Background: an optimization exercise with open tools, aiming at small area. Do not read the settings as production practice. The RTL was checked by simulation tests, not by an equivalence proof against the original design. Power figures rest on the tool's default switching activity, not on a simulated workload.

File: design.v
module fcs16_table (
    input  wire [7:0]  idx,
    output reg  [15:0] val
);
    always @(*) begin
        case (idx)
            8'h00: val = 16'h0000;
            8'h01: val = 16'h1189;
            8'h02: val = 16'h2312;
            8'h03: val = 16'h329B;
            8'h04: val = 16'h4624;
            8'h05: val = 16'h57AD;
            8'h06: val = 16'h6536;
            8'h07: val = 16'h74BF;
            8'h08: val = 16'h8C48;
            8'h09: val = 16'h9DC1;
            8'h0A: val = 16'hAF5A;
            8'h0B: val = 16'hBED3;
            8'h0C: val = 16'hCA6C;
            8'h0D: val = 16'hDBE5;
            8'h0E: val = 16'hE97E;
            8'h0F: val = 16'hF8F7;
            8'h10: val = 16'h1081;
            8'h11: val = 16'h0108;
            8'h12: val = 16'h3393;
            8'h13: val = 16'h221A;
            8'h14: val = 16'h56A5;
            8'h15: val = 16'h472C;
            8'h16: val = 16'h75B7;
            8'h17: val = 16'h643E;
            8'h18: val = 16'h9CC9;
            8'h19: val = 16'h8D40;
            8'h1A: val = 16'hBFDB;
            8'h1B: val = 16'hAE52;
            8'h1C: val = 16'hDAED;
            8'h1D: val = 16'hCB64;
            8'h1E: val = 16'hF9FF;
            8'h1F: val = 16'hE876;
            8'h20: val = 16'h2102;
            8'h21: val = 16'h308B;
            8'h22: val = 16'h0210;
            8'h23: val = 16'h1399;
            8'h24: val = 16'h6726;
            8'h25: val = 16'h76AF;
            8'h26: val = 16'h4434;
            8'h27: val = 16'h55BD;
            8'h28: val = 16'hAD4A;
            8'h29: val = 16'hBCC3;
            8'h2A: val = 16'h8E58;
            8'h2B: val = 16'h9FD1;
            8'h2C: val = 16'hEB6E;
            8'h2D: val = 16'hFAE7;
            8'h2E: val = 16'hC87C;
            8'h2F: val = 16'hD9F5;
            8'h30: val = 16'h3183;
            8'h31: val = 16'h200A;
            8'h32: val = 16'h1291;
            8'h33: val = 16'h0318;
            8'h34: val = 16'h77A7;
            8'h35: val = 16'h662E;
            8'h36: val = 16'h54B5;
            8'h37: val = 16'h453C;
            8'h38: val = 16'hBDCB;
            8'h39: val = 16'hAC42;
            8'h3A: val = 16'h9ED9;
            8'h3B: val = 16'h8F50;
            8'h3C: val = 16'hFBEF;
            8'h3D: val = 16'hEA66;
            8'h3E: val = 16'hD8FD;
            8'h3F: val = 16'hC974;
            8'h40: val = 16'h4204;
            8'h41: val = 16'h538D;
            8'h42: val = 16'h6116;
            8'h43: val = 16'h709F;
            8'h44: val = 16'h0420;
            8'h45: val = 16'h15A9;
            8'h46: val = 16'h2732;
            8'h47: val = 16'h36BB;
            8'h48: val = 16'hCE4C;
            8'h49: val = 16'hDFC5;
            8'h4A: val = 16'hED5E;
            8'h4B: val = 16'hFCD7;
            8'h4C: val = 16'h8868;
            8'h4D: val = 16'h99E1;
            8'h4E: val = 16'hAB7A;
            8'h4F: val = 16'hBAF3;
            8'h50: val = 16'h5285;
            8'h51: val = 16'h430C;
            8'h52: val = 16'h7197;
            8'h53: val = 16'h601E;
            8'h54: val = 16'h14A1;
            8'h55: val = 16'h0528;
            8'h56: val = 16'h37B3;
            8'h57: val = 16'h263A;
            8'h58: val = 16'hDECD;
            8'h59: val = 16'hCF44;
            8'h5A: val = 16'hFDDF;
            8'h5B: val = 16'hEC56;
            8'h5C: val = 16'h98E9;
            8'h5D: val = 16'h8960;
            8'h5E: val = 16'hBBFB;
            8'h5F: val = 16'hAA72;
            8'h60: val = 16'h6306;
            8'h61: val = 16'h728F;
            8'h62: val = 16'h4014;
            8'h63: val = 16'h519D;
            8'h64: val = 16'h2522;
            8'h65: val = 16'h34AB;
            8'h66: val = 16'h0630;
            8'h67: val = 16'h17B9;
            8'h68: val = 16'hEF4E;
            8'h69: val = 16'hFEC7;
            8'h6A: val = 16'hCC5C;
            8'h6B: val = 16'hDDD5;
            8'h6C: val = 16'hA96A;
            8'h6D: val = 16'hB8E3;
            8'h6E: val = 16'h8A78;
            8'h6F: val = 16'h9BF1;
            8'h70: val = 16'h7387;
            8'h71: val = 16'h620E;
            8'h72: val = 16'h5095;
            8'h73: val = 16'h411C;
            8'h74: val = 16'h35A3;
            8'h75: val = 16'h242A;
            8'h76: val = 16'h16B1;
            8'h77: val = 16'h0738;
            8'h78: val = 16'hFFCF;
            8'h79: val = 16'hEE46;
            8'h7A: val = 16'hDCDD;
            8'h7B: val = 16'hCD54;
            8'h7C: val = 16'hB9EB;
            8'h7D: val = 16'hA862;
            8'h7E: val = 16'h9AF9;
            8'h7F: val = 16'h8B70;
            8'h80: val = 16'h8408;
            8'h81: val = 16'h9581;
            8'h82: val = 16'hA71A;
            8'h83: val = 16'hB693;
            8'h84: val = 16'hC22C;
            8'h85: val = 16'hD3A5;
            8'h86: val = 16'hE13E;
            8'h87: val = 16'hF0B7;
            8'h88: val = 16'h0840;
            8'h89: val = 16'h19C9;
            8'h8A: val = 16'h2B52;
            8'h8B: val = 16'h3ADB;
            8'h8C: val = 16'h4E64;
            8'h8D: val = 16'h5FED;
            8'h8E: val = 16'h6D76;
            8'h8F: val = 16'h7CFF;
            8'h90: val = 16'h9489;
            8'h91: val = 16'h8500;
            8'h92: val = 16'hB79B;
            8'h93: val = 16'hA612;
            8'h94: val = 16'hD2AD;
            8'h95: val = 16'hC324;
            8'h96: val = 16'hF1BF;
            8'h97: val = 16'hE036;
            8'h98: val = 16'h18C1;
            8'h99: val = 16'h0948;
            8'h9A: val = 16'h3BD3;
            8'h9B: val = 16'h2A5A;
            8'h9C: val = 16'h5EE5;
            8'h9D: val = 16'h4F6C;
            8'h9E: val = 16'h7DF7;
            8'h9F: val = 16'h6C7E;
            8'hA0: val = 16'hA50A;
            8'hA1: val = 16'hB483;
            8'hA2: val = 16'h8618;
            8'hA3: val = 16'h9791;
            8'hA4: val = 16'hE32E;
            8'hA5: val = 16'hF2A7;
            8'hA6: val = 16'hC03C;
            8'hA7: val = 16'hD1B5;
            8'hA8: val = 16'h2942;
            8'hA9: val = 16'h38CB;
            8'hAA: val = 16'h0A50;
            8'hAB: val = 16'h1BD9;
            8'hAC: val = 16'h6F66;
            8'hAD: val = 16'h7EEF;
            8'hAE: val = 16'h4C74;
            8'hAF: val = 16'h5DFD;
            8'hB0: val = 16'hB58B;
            8'hB1: val = 16'hA402;
            8'hB2: val = 16'h9699;
            8'hB3: val = 16'h8710;
            8'hB4: val = 16'hF3AF;
            8'hB5: val = 16'hE226;
            8'hB6: val = 16'hD0BD;
            8'hB7: val = 16'hC134;
            8'hB8: val = 16'h39C3;
            8'hB9: val = 16'h284A;
            8'hBA: val = 16'h1AD1;
            8'hBB: val = 16'h0B58;
            8'hBC: val = 16'h7FE7;
            8'hBD: val = 16'h6E6E;
            8'hBE: val = 16'h5CF5;
            8'hBF: val = 16'h4D7C;
            8'hC0: val = 16'hC60C;
            8'hC1: val = 16'hD785;
            8'hC2: val = 16'hE51E;
            8'hC3: val = 16'hF497;
            8'hC4: val = 16'h8028;
            8'hC5: val = 16'h91A1;
            8'hC6: val = 16'hA33A;
            8'hC7: val = 16'hB2B3;
            8'hC8: val = 16'h4A44;
            8'hC9: val = 16'h5BCD;
            8'hCA: val = 16'h6956;
            8'hCB: val = 16'h78DF;
            8'hCC: val = 16'h0C60;
            8'hCD: val = 16'h1DE9;
            8'hCE: val = 16'h2F72;
            8'hCF: val = 16'h3EFB;
            8'hD0: val = 16'hD68D;
            8'hD1: val = 16'hC704;
            8'hD2: val = 16'hF59F;
            8'hD3: val = 16'hE416;
            8'hD4: val = 16'h90A9;
            8'hD5: val = 16'h8120;
            8'hD6: val = 16'hB3BB;
            8'hD7: val = 16'hA232;
            8'hD8: val = 16'h5AC5;
            8'hD9: val = 16'h4B4C;
            8'hDA: val = 16'h79D7;
            8'hDB: val = 16'h685E;
            8'hDC: val = 16'h1CE1;
            8'hDD: val = 16'h0D68;
            8'hDE: val = 16'h3FF3;
            8'hDF: val = 16'h2E7A;
            8'hE0: val = 16'hE70E;
            8'hE1: val = 16'hF687;
            8'hE2: val = 16'hC41C;
            8'hE3: val = 16'hD595;
            8'hE4: val = 16'hA12A;
            8'hE5: val = 16'hB0A3;
            8'hE6: val = 16'h8238;
            8'hE7: val = 16'h93B1;
            8'hE8: val = 16'h6B46;
            8'hE9: val = 16'h7ACF;
            8'hEA: val = 16'h4854;
            8'hEB: val = 16'h59DD;
            8'hEC: val = 16'h2D62;
            8'hED: val = 16'h3CEB;
            8'hEE: val = 16'h0E70;
            8'hEF: val = 16'h1FF9;
            8'hF0: val = 16'hF78F;
            8'hF1: val = 16'hE606;
            8'hF2: val = 16'hD49D;
            8'hF3: val = 16'hC514;
            8'hF4: val = 16'hB1AB;
            8'hF5: val = 16'hA022;
            8'hF6: val = 16'h92B9;
            8'hF7: val = 16'h8330;
            8'hF8: val = 16'h7BC7;
            8'hF9: val = 16'h6A4E;
            8'hFA: val = 16'h58D5;
            8'hFB: val = 16'h495C;
            8'hFC: val = 16'h3DE3;
            8'hFD: val = 16'h2C6A;
            8'hFE: val = 16'h1EF1;
            8'hFF: val = 16'h0F78;
            default: val = 16'h0000;
        endcase
    end
endmodule
module hdlc_tx #(
    parameter MAX_FRAME = 1500
) (
    input  wire       clk,
    input  wire       rst,
    input  wire       tx_valid,
    output wire       tx_ready,
    input  wire [1:0] tx_op,
    input  wire [7:0] tx_data,
    output reg        ts_valid,
    output reg  [1:0] ts_code,
    output wire       wo_valid,
    output wire [7:0] wo_data,
    input  wire       wo_ready
);
    localparam [1:0] OP_BYTE  = 2'd0;
    localparam [1:0] OP_BEGIN = 2'd1;
    localparam [1:0] OP_END   = 2'd2;
    localparam [1:0] OP_ABORT = 2'd3;
    localparam [1:0] ST_OK            = 2'd0;
    localparam [1:0] ST_INVALID_STATE = 2'd1;
    localparam [1:0] ST_NO_BUFS       = 2'd2;
    localparam [7:0] FLAG = 8'h7E;
    localparam [7:0] ESC  = 8'h7D;
    localparam [7:0] XON  = 8'h11;
    localparam [7:0] XOFF = 8'h13;
    reg        open;
    reg [15:0] fcs;
    reg [10:0] count;
    reg [7:0]  obuf [0:4];
    reg [2:0]  ocnt;
    assign tx_ready = (ocnt == 3'd0);
    assign wo_valid = (ocnt != 3'd0);
    assign wo_data  = obuf[0];
    wire accept = tx_valid && tx_ready;
    wire [15:0] tab_val;
    fcs16_table u_tab (.idx(fcs[7:0] ^ tx_data), .val(tab_val));
    wire [15:0] fcs_next = {8'h00, fcs[15:8]} ^ tab_val;
    wire [15:0] fcs_out = fcs ^ 16'hFFFF;
    wire [7:0]  f_lo    = fcs_out[7:0];
    wire [7:0]  f_hi    = fcs_out[15:8];
    wire d_res  = (tx_data == FLAG) || (tx_data == ESC) || (tx_data == XON) || (tx_data == XOFF);
    wire lo_res = (f_lo == FLAG) || (f_lo == ESC) || (f_lo == XON) || (f_lo == XOFF);
    wire hi_res = (f_hi == FLAG) || (f_hi == ESC) || (f_hi == XON) || (f_hi == XOFF);
    integer i;
    always @(posedge clk) begin
        if (rst) begin
            open     <= 1'b0;
            fcs      <= 16'hFFFF;
            count    <= 11'd0;
            ocnt     <= 3'd0;
            ts_valid <= 1'b0;
            ts_code  <= ST_OK;
            for (i = 0; i < 5; i = i + 1)
                obuf[i] <= 8'h00;
        end else begin
            ts_valid <= 1'b0;
            if (accept) begin
                ts_valid <= 1'b1;
                case (tx_op)
                    OP_BEGIN: begin
                        if (open) begin
                            ts_code <= ST_INVALID_STATE;
                        end else begin
                            ts_code <= ST_OK;
                            obuf[0] <= FLAG;
                            ocnt    <= 3'd1;
                            fcs     <= 16'hFFFF;
                            count   <= 11'd0;
                            open    <= 1'b1;
                        end
                    end
                    OP_BYTE: begin
                        if (!open) begin
                            ts_code <= ST_INVALID_STATE;
                        end else if (count == MAX_FRAME) begin
                            ts_code <= ST_NO_BUFS;
                        end else begin
                            ts_code <= ST_OK;
                            if (d_res) begin
                                obuf[0] <= ESC;
                                obuf[1] <= tx_data ^ 8'h20;
                                ocnt    <= 3'd2;
                            end else begin
                                obuf[0] <= tx_data;
                                ocnt    <= 3'd1;
                            end
                            fcs   <= fcs_next;
                            count <= count + 11'd1;
                        end
                    end
                    OP_END: begin
                        if (!open) begin
                            ts_code <= ST_INVALID_STATE;
                        end else begin
                            ts_code <= ST_OK;
                            case ({lo_res, hi_res})
                                2'b00: begin
                                    obuf[0] <= f_lo;
                                    obuf[1] <= f_hi;
                                    obuf[2] <= FLAG;
                                    ocnt    <= 3'd3;
                                end
                                2'b10: begin
                                    obuf[0] <= ESC;
                                    obuf[1] <= f_lo ^ 8'h20;
                                    obuf[2] <= f_hi;
                                    obuf[3] <= FLAG;
                                    ocnt    <= 3'd4;
                                end
                                2'b01: begin
                                    obuf[0] <= f_lo;
                                    obuf[1] <= ESC;
                                    obuf[2] <= f_hi ^ 8'h20;
                                    obuf[3] <= FLAG;
                                    ocnt    <= 3'd4;
                                end
                                default: begin
                                    obuf[0] <= ESC;
                                    obuf[1] <= f_lo ^ 8'h20;
                                    obuf[2] <= ESC;
                                    obuf[3] <= f_hi ^ 8'h20;
                                    obuf[4] <= FLAG;
                                    ocnt    <= 3'd5;
                                end
                            endcase
                            fcs   <= 16'hFFFF;
                            count <= 11'd0;
                            open  <= 1'b0;
                        end
                    end
                    default: begin  
                        if (!open) begin
                            ts_code <= ST_INVALID_STATE;
                        end else begin
                            ts_code <= ST_OK;
                            obuf[0] <= ESC;
                            obuf[1] <= FLAG;
                            ocnt    <= 3'd2;
                            fcs     <= 16'hFFFF;
                            count   <= 11'd0;
                            open    <= 1'b0;
                        end
                    end
                endcase
            end else if (wo_valid && wo_ready) begin
                obuf[0] <= obuf[1];
                obuf[1] <= obuf[2];
                obuf[2] <= obuf[3];
                obuf[3] <= obuf[4];
                ocnt    <= ocnt - 3'd1;
            end
        end
    end
endmodule
module hdlc_rx #(
    parameter MAX_FRAME = 1500
) (
    input  wire       clk,
    input  wire       rst,
    input  wire       ri_valid,
    input  wire [7:0] ri_data,
    output reg        ro_valid,
    output reg        ro_event,
    output reg  [7:0] ro_data
);
    localparam RX_CAP = MAX_FRAME + 2;
    localparam [1:0] RX_HUNT = 2'd0;
    localparam [1:0] RX_DATA = 2'd1;
    localparam [1:0] RX_ESC  = 2'd2;
    localparam [7:0] EV_FRAME    = 8'd0;
    localparam [7:0] EV_FCS_BAD  = 8'd1;
    localparam [7:0] EV_SHORT    = 8'd2;
    localparam [7:0] EV_ABORT    = 8'd3;
    localparam [7:0] EV_OVERFLOW = 8'd4;
    localparam [7:0] FLAG = 8'h7E;
    localparam [7:0] ESC  = 8'h7D;
    reg [1:0]  state;
    reg [10:0] len;      
    reg [7:0]  h0, h1;   
    reg [15:0] fcs;      
    wire [15:0] tab_val;
    fcs16_table u_tab (.idx(fcs[7:0] ^ h0), .val(tab_val));
    wire [15:0] fcs_next = {8'h00, fcs[15:8]} ^ tab_val;
    wire fcs_ok = ((fcs ^ 16'hFFFF) == {h1, h0});
    wire [7:0] app_val = (state == RX_ESC) ? (ri_data ^ 8'h20) : ri_data;
    always @(posedge clk) begin
        if (rst) begin
            state    <= RX_HUNT;
            len      <= 11'd0;
            h0       <= 8'h00;
            h1       <= 8'h00;
            fcs      <= 16'hFFFF;
            ro_valid <= 1'b0;
            ro_event <= 1'b0;
            ro_data  <= 8'h00;
        end else begin
            ro_valid <= 1'b0;
            if (ri_valid) begin
                case (state)
                    RX_HUNT: begin
                        if (ri_data == FLAG) begin
                            len   <= 11'd0;
                            fcs   <= 16'hFFFF;
                            state <= RX_DATA;
                        end
                    end
                    default: begin  
                        if (ri_data == FLAG) begin
                            if (state == RX_ESC) begin
                                ro_valid <= 1'b1;
                                ro_event <= 1'b1;
                                ro_data  <= EV_ABORT;
                            end else if (len == 11'd1) begin
                                ro_valid <= 1'b1;
                                ro_event <= 1'b1;
                                ro_data  <= EV_SHORT;
                            end else if (len != 11'd0) begin
                                ro_valid <= 1'b1;
                                ro_event <= 1'b1;
                                ro_data  <= fcs_ok ? EV_FRAME : EV_FCS_BAD;
                            end
                            len   <= 11'd0;
                            fcs   <= 16'hFFFF;
                            state <= RX_DATA;
                        end else if (state == RX_DATA && ri_data == ESC) begin
                            state <= RX_ESC;
                        end else if (len < RX_CAP) begin
                            if (len == 11'd0) begin
                                h0 <= app_val;
                            end else if (len == 11'd1) begin
                                h1 <= app_val;
                            end else begin
                                ro_valid <= 1'b1;
                                ro_event <= 1'b0;
                                ro_data  <= h0;
                                fcs      <= fcs_next;
                                h0       <= h1;
                                h1       <= app_val;
                            end
                            len   <= len + 11'd1;
                            state <= RX_DATA;
                        end else begin
                            ro_valid <= 1'b1;
                            ro_event <= 1'b1;
                            ro_data  <= EV_OVERFLOW;
                            len      <= 11'd0;
                            fcs      <= 16'hFFFF;
                            state    <= RX_HUNT;
                        end
                    end
                endcase
            end
        end
    end
endmodule
module flen_tx #(
    parameter FLEN_MAX = 1500
) (
    input  wire        clk,
    input  wire        rst,
    input  wire        ft_valid,
    output wire        ft_ready,
    input  wire        ft_op,       
    input  wire [15:0] ft_len,
    input  wire [7:0]  ft_data,
    output reg         fs_valid,
    output reg  [1:0]  fs_code,
    output wire        fo_valid,
    output wire [7:0]  fo_data,
    input  wire        fo_ready
);
    localparam [1:0] ST_OK            = 2'd0;
    localparam [1:0] ST_INVALID_STATE = 2'd1;
    localparam [1:0] ST_NO_BUFS       = 2'd2;
    reg [10:0] remaining;    
    reg [7:0]  obuf0, obuf1;
    reg [1:0]  ocnt;
    assign ft_ready = (ocnt == 2'd0);
    assign fo_valid = (ocnt != 2'd0);
    assign fo_data  = obuf0;
    wire accept = ft_valid && ft_ready;
    always @(posedge clk) begin
        if (rst) begin
            remaining <= 11'd0;
            obuf0     <= 8'h00;
            obuf1     <= 8'h00;
            ocnt      <= 2'd0;
            fs_valid  <= 1'b0;
            fs_code   <= ST_OK;
        end else begin
            fs_valid <= 1'b0;
            if (accept) begin
                fs_valid <= 1'b1;
                if (ft_op) begin
                    if (remaining != 11'd0) begin
                        fs_code <= ST_INVALID_STATE;
                    end else if (ft_len > FLEN_MAX) begin
                        fs_code <= ST_NO_BUFS;
                    end else begin
                        fs_code   <= ST_OK;
                        obuf0     <= ft_len[7:0];
                        obuf1     <= ft_len[15:8];
                        ocnt      <= 2'd2;
                        remaining <= ft_len[10:0];
                    end
                end else begin
                    if (remaining == 11'd0) begin
                        fs_code <= ST_INVALID_STATE;
                    end else begin
                        fs_code   <= ST_OK;
                        obuf0     <= ft_data;
                        ocnt      <= 2'd1;
                        remaining <= remaining - 11'd1;
                    end
                end
            end else if (fo_valid && fo_ready) begin
                obuf0 <= obuf1;
                ocnt  <= ocnt - 2'd1;
            end
        end
    end
endmodule
module flen_rx #(
    parameter FLEN_MAX = 1500
) (
    input  wire       clk,
    input  wire       rst,
    input  wire       fi_valid,
    input  wire       fi_abort,
    input  wire [7:0] fi_data,
    output reg        fr_valid,
    output reg  [7:0] fr_data,
    output reg        fe_valid,
    output reg  [2:0] fe_code
);
    localparam [1:0] FL_HDR  = 2'd0;
    localparam [1:0] FL_BODY = 2'd1;
    localparam [1:0] FL_SKIP = 2'd2;
    localparam [2:0] EV_FRAME    = 3'd0;
    localparam [2:0] EV_ABORT    = 3'd3;
    localparam [2:0] EV_OVERSIZE = 3'd5;
    reg [1:0]  state;
    reg        hcount;      
    reg [7:0]  hdr0;
    reg [15:0] len;
    reg [15:0] count;
    wire [15:0] hdr_len = {fi_data, hdr0};
    wire [15:0] count_n = count + 16'd1;
    always @(posedge clk) begin
        if (rst) begin
            state    <= FL_HDR;
            hcount   <= 1'b0;
            hdr0     <= 8'h00;
            len      <= 16'd0;
            count    <= 16'd0;
            fr_valid <= 1'b0;
            fr_data  <= 8'h00;
            fe_valid <= 1'b0;
            fe_code  <= EV_FRAME;
        end else begin
            fr_valid <= 1'b0;
            fe_valid <= 1'b0;
            if (fi_valid && fi_abort) begin
                if ((state == FL_HDR && hcount) || state == FL_BODY) begin
                    fe_valid <= 1'b1;
                    fe_code  <= EV_ABORT;
                end
                state  <= FL_HDR;
                hcount <= 1'b0;
                len    <= 16'd0;
                count  <= 16'd0;
            end else if (fi_valid) begin
                case (state)
                    FL_HDR: begin
                        if (!hcount) begin
                            hdr0   <= fi_data;
                            hcount <= 1'b1;
                        end else begin
                            hcount <= 1'b0;
                            count  <= 16'd0;
                            len    <= hdr_len;
                            if (hdr_len == 16'd0) begin
                                fe_valid <= 1'b1;
                                fe_code  <= EV_FRAME;
                            end else if (hdr_len > FLEN_MAX) begin
                                fe_valid <= 1'b1;
                                fe_code  <= EV_OVERSIZE;
                                state    <= FL_SKIP;
                            end else begin
                                state    <= FL_BODY;
                            end
                        end
                    end
                    FL_BODY: begin
                        fr_valid <= 1'b1;
                        fr_data  <= fi_data;
                        if (count_n == len) begin
                            fe_valid <= 1'b1;
                            fe_code  <= EV_FRAME;
                            count    <= 16'd0;
                            state    <= FL_HDR;
                        end else begin
                            count    <= count_n;
                        end
                    end
                    default: begin  
                        if (count_n == len) begin
                            count <= 16'd0;
                            state <= FL_HDR;
                        end else begin
                            count <= count_n;
                        end
                    end
                endcase
            end
        end
    end
endmodule
module hdlc_framer (
    input  wire        clk,
    input  wire        rst,
    input  wire        tx_valid,
    output wire        tx_ready,
    input  wire [1:0]  tx_op,
    input  wire [7:0]  tx_data,
    output wire        ts_valid,
    output wire [1:0]  ts_code,
    output wire        wo_valid,
    output wire [7:0]  wo_data,
    input  wire        wo_ready,
    input  wire        ri_valid,
    input  wire [7:0]  ri_data,
    output wire        ro_valid,
    output wire        ro_event,
    output wire [7:0]  ro_data,
    input  wire        ft_valid,
    output wire        ft_ready,
    input  wire        ft_op,
    input  wire [15:0] ft_len,
    input  wire [7:0]  ft_data,
    output wire        fs_valid,
    output wire [1:0]  fs_code,
    output wire        fo_valid,
    output wire [7:0]  fo_data,
    input  wire        fo_ready,
    input  wire        fi_valid,
    input  wire        fi_abort,
    input  wire [7:0]  fi_data,
    output wire        fr_valid,
    output wire [7:0]  fr_data,
    output wire        fe_valid,
    output wire [2:0]  fe_code
);
    hdlc_tx #(.MAX_FRAME(1500)) u_tx (
        .clk(clk), .rst(rst),
        .tx_valid(tx_valid), .tx_ready(tx_ready), .tx_op(tx_op), .tx_data(tx_data),
        .ts_valid(ts_valid), .ts_code(ts_code),
        .wo_valid(wo_valid), .wo_data(wo_data), .wo_ready(wo_ready)
    );
    hdlc_rx #(.MAX_FRAME(1500)) u_rx (
        .clk(clk), .rst(rst),
        .ri_valid(ri_valid), .ri_data(ri_data),
        .ro_valid(ro_valid), .ro_event(ro_event), .ro_data(ro_data)
    );
    flen_tx #(.FLEN_MAX(1500)) u_ftx (
        .clk(clk), .rst(rst),
        .ft_valid(ft_valid), .ft_ready(ft_ready), .ft_op(ft_op), .ft_len(ft_len),
        .ft_data(ft_data),
        .fs_valid(fs_valid), .fs_code(fs_code),
        .fo_valid(fo_valid), .fo_data(fo_data), .fo_ready(fo_ready)
    );
    flen_rx #(.FLEN_MAX(1500)) u_frx (
        .clk(clk), .rst(rst),
        .fi_valid(fi_valid), .fi_abort(fi_abort), .fi_data(fi_data),
        .fr_valid(fr_valid), .fr_data(fr_data),
        .fe_valid(fe_valid), .fe_code(fe_code)
    );
endmodule
File: run.sh
#!/bin/bash
# synth_recipe.tcl (not shown) runs the flow's synth.tcl, then flattens the netlist and writes it again
# the make line also repeats each setting of config.mk as NAME=value (left out here)
make -C /OpenROAD-flow-scripts/flow DESIGN_CONFIG=/design/flow/config.mk WORK_HOME=/design/flow/orfs CLKGATE_MAP_FILE= SYNTH_SCRIPT=/design/flow/synth_recipe.tcl finish
File: constraint.sdc
create_clock -name core_clock -period 6.0 [get_ports {clk}]
set_input_delay 1.2000 -clock core_clock [delete_from_list [all_inputs] [get_ports {clk}]]
set_output_delay 1.2000 -clock core_clock [all_outputs]
set_load 0.01 [all_outputs]
File: config.mk
export PLATFORM = sky130hd
export DESIGN_NAME = hdlc_framer
export DESIGN_NICKNAME = hdlc_framer
export VERILOG_FILES = /design/flow/design.v
export SDC_FILE = /design/flow/constraint.sdc
export NUM_CORES = 4
export LEC_CHECK = 0
export CAP_MARGIN = 20
export CORE_MARGIN = 2
export CORE_UTILIZATION = 40
export SLEW_MARGIN = 20
==> run summary <==
-- per-layer routing --
metal | vias up | routed length, um | global-route usage
met5 | - | 0 | 0
met4 | 0 | 608 | 0.0476
met1 | 4624 | 13900 | 0.282
met3 | 42 | 1330 | 0.0322
met2 | 230 | 13100 | 0.326
li1 | 4910 | - | -
-- registers in the layout, indices dropped and copies added, names as in the netlist, 2 cells and up --
signal / flops
u_frx.count: 16
u_frx.fe_code: 3
u_frx.fr_data: 8
u_frx.hdr0: 8
u_frx.len: 16
u_frx.state: 2
u_ftx.fs_code: 2
u_ftx.obuf0: 8
u_ftx.obuf1: 8
u_ftx.ocnt: 2
u_ftx.remaining: 11
u_rx.fcs: 16
u_rx.h0: 8
u_rx.h1: 8
u_rx.len: 11
u_rx.ro_data: 8
u_rx.state: 2
u_tx.count: 11
u_tx.fcs: 16
u_tx.obuf: 33
u_tx.ocnt: 3
u_tx.ts_code: 2
-- critical path, stage by stage --
cell and delay [ps]:
clkdlybuf4s50_1 610, or2_2 540, nor4_1 660, or3_1 630, nand2_1 400, o211ai_1 200, a21oi_1 80
-- kinds of logic (layout without fill, tap and decap cells) --
| kind of cell | Yosys count | count (layout) | share of synthesized area |
|---|---|---|---|
| multiplexers | 41 | 41 | 0.0383 |
| flip-flops | 210 | 210 | 0.391 |
| buffers and inverters | 115 | 191 | 0.0415 |
| XOR/XNOR | 98 | 98 | 0.0798 |
| AND/OR/NAND/NOR | 555 | 555 | 0.237 |
| AO/OA/AOI/OAI | 319 | 319 | 0.191 |
| adder cells (fa/ha/maj) | 18 | 18 | 0.0209 |
-- worst min-delay path by stage --
| stage | startpoint | end | cells after the start |
|---|---|---|---|
| 5_1_grt | u_frx.fr_data[2] | u_frx.fr_data[2] | 2 |
| 2_1_floorplan | u_ftx.obuf1[3] | u_ftx.obuf1[3] | 1 |
| 6_report | u_ftx.ocnt[1] | u_ftx.ocnt[1] | 2 |
| 3_3_place_gp | u_ftx.ocnt[1] | u_ftx.ocnt[1] | 2 |
| 3_5_place_dp | u_ftx.obuf1[7] | u_ftx.obuf1[7] | 1 |
| 4_1_cts | u_ftx.ocnt[1] | u_ftx.ocnt[1] | 2 |
-- stage by stage --
step	hold WS, ps	power, uW	cells
6_report	454	4460	1773
5_1_grt	473	4750	1773
3_5_place_dp	443	3050	1731
2_1_floorplan	430	2590	1356
4_1_cts	453	4510	1773
3_3_place_gp	440	3030	1731
-- cell type report --
type,instances,area (um2)
clock inverter,9,72.6
multi-input combinational,1031,6110
clock buffer,33,696
timing repair buffer,120,1170
tap,341,427
inverter,29,109
fill,2601,13900
sequential,210,4200
-- cell usage in the layout, fill, tap and decap left out, types with 9 or more instances in the layout --
master,synthesis,final
clkdlybuf4s50_1,0,107
mux2i_1,40,40
buf_4,1,13
and2_1,12,12
clkbuf_16,0,25
o21ai_0,62,62
and3_1,18,18
nor2_1,179,179
o211ai_1,15,15
nor3_1,44,43
a31oi_1,14,14
nor4_1,17,17
xnor2_1,63,63
ha_1,18,18
inv_1,28,28
nand2b_1,14,14
dfxtp_1,210,210
nor2b_1,9,9
a211oi_1,22,22
nand3_1,36,36
nand4_1,28,28
xor2_1,35,35
a21oi_1,104,104
nand2_1,166,166
-- power groups by stage --
stage	Clock, uW	Sequential, uW	Combinational [uW]
2_1_floorplan	0	1660	931
3_3_place_gp	0	1700	1330
3_5_place_dp	0	1710	1340
4_1_cts	1480	1680	1350
5_1_grt	1540	1700	1510
6_report	1440	1680	1350
==> impl_results.md <==
* Worst Hold Class: reg2reg
* Wire length per cell at roughly 16 um
* Leak at roughly 0.0047 uW
* Post-route ant nets at 0
* RR Endpoint: u_frx.count[5]
* Post-CTS setup buffers at 0
* Fin nets at about 1,500
* Combinational Power Share at 0.302
* Worst Reg2Reg Path Length in Cells at 8
* Via/cell ratio at roughly 5.5
* Routed WL at 29,000 um
* Final cycle utilization of the critical path at 0.661
* Top cell type's share of synthesized area at 0.391
* Area leader, netlist: dfxtp_1
* DR pass1 iterations at 5
* Max frequency at approximately 250 MHz
* Gp weighted congestion at roughly 0.83
* Max Cap Viol at 0
* Final worst path period need at around 4000 ps
* Status: finished clean
* CP max FO at 19
* Post-route DRC violation count at 0
* Number of distinct library cells after synthesis at 76
* Hold buffer count at CTS at 0
* Rows at 60
* Synth cell count leaders: 210 x dfxtp_1, 179 x nor2_1, 166 x nand2_1, 104 x a21oi_1, 74 x clkbuf_1
* Post-DP HPWL at around 20,000 um
* Crit path DAT at approximately 4300 ps
* Grt ovf at 0
* Core ar. at around 27,000 um2
* Vias in the first global route at 9,145
* First DRT Iteration DRCs at ~730
* Fin Setup TNS at 0 ps
* Dpl ws at 1600 ps
* Antenna diode count at 0
* Peak VDD IR at 192 uV
* First-pass GRT wire length at between 40,000 and 50,000 um
* Synthesized Nets at between 1,000 and 1,500
* H-Tree Level Count at 1
* Top FF cell, synth: dfxtp_1
* Setup CP Type: in2reg
* Clk slew on worst S/H paths at around 60 ps
* CTS resizes at 0
* CP Capture Type: flop
* Worst Setup EP: u_tx.obuf[0][1]
* Vias at 9,806
* Worst-Skew Late Latency at around 520 ps
* Post-synth EDFFs at 0
* Clock share of power at 0.322
* Root Driver: clkbuf_16
* Internal power at about 3000 uW
* Sw frac at 0.343
* Pwr/cell area at approximately 350 nW/um2
* Slew @ Worst Pin at 1040 ps
* Setup WS post-layout at roughly 2000 ps
* Die width at 168 um
* GRT Overall Usage at 0.202
* Final instance area at 12,800 um2
* Die area at 28,200 um2
* RSZ-0062 raised after global routing: false
* Setup violations, final at 0
* Number of cells produced by synthesis at approximately 1,400
* Max Buffers Root-to-Sink at 3
* CTS tree: built
* Initial Utilization at 0.404
* Io pins at 109
* # clock sinks at 210
* Synth top area cells: dfxtp_1 39%, nor2_1 6.2%, nand2_1 5.8%
* Mean Syn Cell Area at roughly 8 um2
* Final-report max-slew violation count at 0
* Worst path required time at about 6400 ps
* CP startpoint kind: input pin
* Flops & latches, synth at 210
* Post-layout util at 0.480
* Area growth syn-to-layout at 18.9%
* Slew margin rel. at 0.305
* Most frequent cell after synthesis: dfxtp_1
* Setup crit start: tx_op[1]
* TritonCTS buffer count at 24
* Largest net degree at the start of global routing at 76
* Ys async rst share at 0
* Antenna violations before repair at 0
* Yosys warns at 6
* Post-Syn Area at 10,800 um2
* Chip Height at 168 um
* Seq/Total Area, Yosys at 0.391
* Placed Area at 12,000 um2
* Layout cells sized above 1 at 0.0475
* Worst r2r src: u_frx.count[0]
* Worst R2R Setup Slack at about 2600 ps
* Register share of total power at 0.376
* IO Port Bufs at roughly 110
* Final Skew at 14.6 ps
* Final hold viol count at 0
* NetSw at around 1500 uW

## afterwards: timing with drivers on the ports
No port has a modelled driver above. Below, the same layout with a new extraction and two added sets of constraints.
Step 1 assumes that a clkbuf_16 drives the clock port and a buf_2 every other input.
Step 2 times the ports against the registers' clock, not the clock port: input delays grow and output delays shrink by t, the midpoint of the rising clock arrivals with the driver on.
Three values: ideal, step 1, step 2; two values: the first two.
t, ns: 0.558
slack for setup (ns): 2.034 / 2.051 / 1.492
hold slack, ns: 0.454 / 0.454 / 0.454
slew at the worst register clock pin (ns): 0.06 / 0.06
worst slew at a driven data input, ns: 0.05
After both steps setup and hold are still met in this run. The setup slack of this run moves by +0.017 ns with the drivers and by -0.542 ns with both steps.
